Context: an optimization exercise on an open-source flow, tuned for small area, a short achievable clock period and few clock cycles. The choices shown serve that exercise and are no tape-out recipe.
Only simulation tests tie the RTL to the original design; equivalence was not proved.
The clock port is modelled as an ideal driver; clocking choices that lean on that would not hold on a real chip.
Power is estimated from default activity; no workload was simulated.

## tundra
==> flow/design.v (excerpt) <==
module tce (
  input  wire        clk,
  input  wire        rst,
  input  wire [4:0]  bus_addr,
  input  wire        bus_wr,
  input  wire        bus_rd,
  input  wire [31:0] bus_wdata,
  output reg  [31:0] bus_rdata,
  output wire        busy
);
clock: 32.0 ns
lec_check: 0
abc_area: 1
cap_margin: 20
core_margin: 2
core_utilization: 55
slew_margin: 20
standard.sh (not shown) runs the stock make flow with config.mk's settings and CLKGATE_MAP_FILE= SYNTH_SCRIPT=/design/flow/synth_recipe.tcl, a recipe that flattens the netlist after the stock synthesis.
==> flow/flow/run.sh <==
#!/bin/bash
# Standard ORFS layout, tuned for a short achieved clock period:
#  - after CTS the delay cells ORFS puts on the ports are replaced by plain
#    buffers and setup is repaired against a ~15.5 ns target (flow/tune.tcl);
#  - the global-route stage's repair_timing then aims at a setup slack of
#    16.5 ns against the 32 ns clock, using global-route parasitics.
# Each tool's output goes to its own log in this folder.
set -euo pipefail
bash standard.sh cts > std_to_cts.log 2>&1
export RESULTS="$PWD/orfs/results/${FLOW_PLATFORM}/tce/base"
openroad -no_init -exit flow/tune.tcl > tune.log 2>&1
SETUP_SLACK_MARGIN=16.5 bash standard.sh > std_finish.log 2>&1
test -f out/final.def
==> flow/flow/tune.tcl <==
# Post-CTS timing tune: replace the delay cells ORFS puts on the ports with
# plain buffers, then repair setup with a margin, then legalise.
set plat $::env(FLOW_HOME)/platforms/$::env(FLOW_PLATFORM)
read_liberty $plat/lib/sky130_fd_sc_hd__tt_025C_1v80.lib
read_db $::env(RESULTS)/4_cts.odb
read_sdc $::env(RESULTS)/4_cts.sdc
source $plat/setRC.tcl
set_dont_use [list sky130_fd_sc_hd__probe_p_8 sky130_fd_sc_hd__probec_p_8 \
  sky130_fd_sc_hd__lpflow_* sky130_fd_sc_hd__clkdlybuf4s*]
estimate_parasitics -placement
report_worst_slack
report_design_area
set n 0
foreach inst [get_cells -filter "ref_name =~ sky130_fd_sc_hd__clkdlybuf4s*"] {
  set nm [get_full_name $inst]
  if {[string match input* $nm] || [string match output* $nm]} {
    replace_cell $inst sky130_fd_sc_hd__buf_2
    incr n
  }
}
puts "port buffers replaced: $n"
estimate_parasitics -placement
repair_design -slew_margin 20 -cap_margin 20
repair_timing -setup -setup_margin 16.5 -skip_pin_swap
detailed_placement
check_placement
estimate_parasitics -placement
report_worst_slack
report_design_area
write_db $::env(RESULTS)/4_cts.odb
Testbench counts of tundra, summed over its fixed seeds: cycles 171,953.
--- input diff tundra..delta ---
- a change of CORE_UTILIZATION from 55 to 65
==> flow/run.sh (new file) <==
#!/bin/bash
# synth_recipe.tcl (not shown) runs the flow's synth.tcl, then flattens the netlist and writes it again
# the make line also repeats each setting of config.mk as NAME=value (left out here)
make -C /OpenROAD-flow-scripts/flow DESIGN_CONFIG=/design/flow/config.mk WORK_HOME=/design/flow/orfs CLKGATE_MAP_FILE= SYNTH_SCRIPT=/design/flow/synth_recipe.tcl finish
removed: flow/flow/run.sh
removed: flow/flow/tune.tcl
removed: flow/standard.sh
==> comparison <==
- The final layout from delta, which completed every stage, passed the timing, DRC and antenna checks at the end of the flow.
- Leakage power figure on delta is down relative to tundra.
- Worst setup slack after placement, delta and tundra, lower one = delta.
- Total power: delta above tundra
- delta vs. tundra: power attributed to the clock group went down by about 0.7%.
- Routing usage on met3 (lower): tundra
- The count of non-CTS buffers in the layout reported for delta is smaller than that of tundra by 14.
--- input diff delta..nickel ---
- CORE_UTILIZATION: 65 -> 55
==> flow/flow/run.sh (new file) <==
#!/bin/bash
# Standard ORFS layout, tuned for a short achieved clock period:
#  - after CTS the delay cells ORFS puts on the ports are replaced by plain
#    buffers and setup is repaired against a ~15 ns target (flow/tune.tcl);
#  - the global-route stage's repair_timing then aims at a setup slack of
#    17 ns against the 32 ns clock, using global-route parasitics.
# Each tool's output goes to its own log in this folder.
set -euo pipefail
bash standard.sh cts > std_to_cts.log 2>&1
export RESULTS="$PWD/orfs/results/${FLOW_PLATFORM}/tce/base"
openroad -no_init -exit flow/tune.tcl > tune.log 2>&1
SETUP_SLACK_MARGIN=17 bash standard.sh > std_finish.log 2>&1
test -f out/final.def
==> flow/flow/tune.tcl (new file) <==
# Post-CTS timing tune: replace the delay cells ORFS puts on the ports with
# plain buffers, then repair setup with a margin, then legalise.
set plat $::env(FLOW_HOME)/platforms/$::env(FLOW_PLATFORM)
read_liberty $plat/lib/sky130_fd_sc_hd__tt_025C_1v80.lib
read_db $::env(RESULTS)/4_cts.odb
read_sdc $::env(RESULTS)/4_cts.sdc
source $plat/setRC.tcl
set_dont_use [list sky130_fd_sc_hd__probe_p_8 sky130_fd_sc_hd__probec_p_8 \
  sky130_fd_sc_hd__lpflow_* sky130_fd_sc_hd__clkdlybuf4s*]
estimate_parasitics -placement
report_worst_slack
report_design_area
set n 0
foreach inst [get_cells -filter "ref_name =~ sky130_fd_sc_hd__clkdlybuf4s*"] {
  set nm [get_full_name $inst]
  if {[string match input* $nm] || [string match output* $nm]} {
    replace_cell $inst sky130_fd_sc_hd__buf_2
    incr n
  }
}
puts "port buffers replaced: $n"
estimate_parasitics -placement
repair_design -slew_margin 20 -cap_margin 20
repair_timing -setup -setup_margin 17 -skip_pin_swap
detailed_placement
check_placement
estimate_parasitics -placement
report_worst_slack
report_design_area
write_db $::env(RESULTS)/4_cts.odb
==> flow/standard.sh (new file) <==
#!/bin/bash
# synth_recipe.tcl (not shown) runs the flow's synth.tcl, then flattens the netlist and writes it again
# the make line also repeats each setting of config.mk as NAME=value (left out here)
make -C /OpenROAD-flow-scripts/flow DESIGN_CONFIG=/design/flow/config.mk WORK_HOME=/design/flow/orfs CLKGATE_MAP_FILE= SYNTH_SCRIPT=/design/flow/synth_recipe.tcl "${@:-finish}"
removed: flow/run.sh
On proportion of cell area occupied by multi-input gates: nickel sits above delta.
The final reports for nickel and delta show share of post-route cells with drive strength above 1 higher in the former.
Between nickel and delta, it is nickel whose routed length on met1 is higher, by 6.5 mm.
Share of cell area taken by flip-flops and latches, nickel and delta, lower one = nickel.
Part of the power in combinational logic (nickel over delta): decrease, 0.4 points
Re routed wire length: nickel is 1.2% up on delta.
Comparing nickel with delta, the later-pin clock latency in the skew report came out essentially unchanged.
On worst IR drop on VDD, the higher figure sits with delta, not nickel.
Going from delta to nickel, multi-input gate count shows no meaningful change; total design power shows a reduction of about 0.9%; number of buffers created by CTS shows an increase of about 2%.
Inputs modified between nickel and quartz:
- a change of CORE_UTILIZATION from 55 to 40
==> flow/run.sh (new file) <==
#!/bin/bash
# synth_recipe.tcl (not shown) runs the flow's synth.tcl, then flattens the netlist and writes it again
# the make line also repeats each setting of config.mk as NAME=value (left out here)
make -C /OpenROAD-flow-scripts/flow DESIGN_CONFIG=/design/flow/config.mk WORK_HOME=/design/flow/orfs CLKGATE_MAP_FILE= SYNTH_SCRIPT=/design/flow/synth_recipe.tcl finish
removed: flow/flow/run.sh
removed: flow/flow/tune.tcl
removed: flow/standard.sh
Findings:
Of nickel and quartz, nickel shows the higher non-clock buffer count, with quartz below it.
The post-layout utilization of the core reported for quartz is smaller than that of nickel by 16 points.
~same relative contribution of sequential cells to total power in nickel and quartz
Per the final summary, quartz finished and its layout is clean on timing, DRC and antenna.
Taking nickel as the reference, in quartz hold-fix buffer count after cts has remained practically unchanged, wire length reported by the detailed router has increased, setup slack at placement has decreased, total inserted antenna cells has decreased, fmax has decreased.
quartz does better than nickel on total chip power.
What yarrow does differently from quartz at the input level:
- CORE_UTILIZATION changed from 40 to 65
==> flow/flow/run.sh (new file) <==
#!/bin/bash
# Standard ORFS layout, with one extra step after CTS: the port buffers are
# resized and the resizer repairs setup against a tighter target, so the
# achieved clock period is short. Each tool's output goes to its own log.
set -euo pipefail
bash standard.sh cts > std_to_cts.log 2>&1
export RESULTS="$PWD/orfs/results/${FLOW_PLATFORM}/tce/base"
openroad -no_init -exit flow/tune.tcl > tune.log 2>&1
bash standard.sh > std_finish.log 2>&1
test -f out/final.def
==> flow/flow/tune.tcl (new file) <==
# Post-CTS timing tune: replace the delay cells ORFS puts on the ports with
# plain buffers, then repair setup with a margin, then legalise.
set plat $::env(FLOW_HOME)/platforms/$::env(FLOW_PLATFORM)
read_liberty $plat/lib/sky130_fd_sc_hd__tt_025C_1v80.lib
read_db $::env(RESULTS)/4_cts.odb
read_sdc $::env(RESULTS)/4_cts.sdc
source $plat/setRC.tcl
set_dont_use [list sky130_fd_sc_hd__probe_p_8 sky130_fd_sc_hd__probec_p_8 \
  sky130_fd_sc_hd__lpflow_* sky130_fd_sc_hd__clkdlybuf4s*]
estimate_parasitics -placement
report_worst_slack
report_design_area
set n 0
foreach inst [get_cells -filter "ref_name =~ sky130_fd_sc_hd__clkdlybuf4s*"] {
  set nm [get_full_name $inst]
  if {[string match input* $nm] || [string match output* $nm]} {
    replace_cell $inst sky130_fd_sc_hd__buf_2
    incr n
  }
}
puts "port buffers replaced: $n"
estimate_parasitics -placement
repair_design -slew_margin 20 -cap_margin 20
repair_timing -setup -setup_margin 18 -skip_pin_swap
detailed_placement
check_placement
estimate_parasitics -placement
report_worst_slack
report_design_area
write_db $::env(RESULTS)/4_cts.odb
==> flow/standard.sh (new file) <==
#!/bin/bash
# synth_recipe.tcl (not shown) runs the flow's synth.tcl, then flattens the netlist and writes it again
# the make line also repeats each setting of config.mk as NAME=value (left out here)
make -C /OpenROAD-flow-scripts/flow DESIGN_CONFIG=/design/flow/config.mk WORK_HOME=/design/flow/orfs CLKGATE_MAP_FILE= SYNTH_SCRIPT=/design/flow/synth_recipe.tcl "${@:-finish}"
removed: flow/run.sh
--- outcome ---
In the metrics for quartz and yarrow, the one carrying the lower cell count along the critical path is quartz. Across both runs, sequential share of layout area was lower for yarrow than for quartz. yarrow did not stop at any stage, and its layout met the timing, DRC and antenna checks. yarrow vs. quartz: via total after detailed routing went up by 2,903. Summary: with quartz as the reference, number of signal-net buffers in the layout in yarrow moved up by more than half.

port drivers added, routing unchanged:
The results above use ideal ports. As a check the final layouts listed here were re-extracted and re-timed, cells and wires unchanged.
Step 1, drivers: a clkbuf_16 drives clk and a buf_2 each remaining input, both assumed.
Step 2 adds t to the input delays and takes it off the output delays; t is the mean of the earliest and latest rising clock arrival at the registers after step 1. Input paths then give back, and output paths get back, about the clock's delay inside the block.
Three values: no drivers, after step 1, after step 2; two values: the first two.
| run | shift t [ns] | setup slack, ns | slew at the worst register clock pin (ns) |
|---|---|---|---|
| tundra | 0.680 | 16.466 / 16.351 / 16.351 | 0.08 / 0.08 |
| delta | 0.695 | 14.534 / 14.491 / 14.491 | 0.07 / 0.07 |
| nickel | 0.674 | 16.852 / 16.820 / 16.820 | 0.08 / 0.08 |
| quartz | 0.659 | 14.496 / 14.462 / 14.462 | 0.07 / 0.07 |
| yarrow | 0.697 | 16.805 / 16.745 / 16.745 | 0.07 / 0.07 |
After both steps setup and hold are still met in every run listed. The setup slack of tundra, which loses most, moves by -0.115 ns with the drivers and by -0.115 ns with both steps.
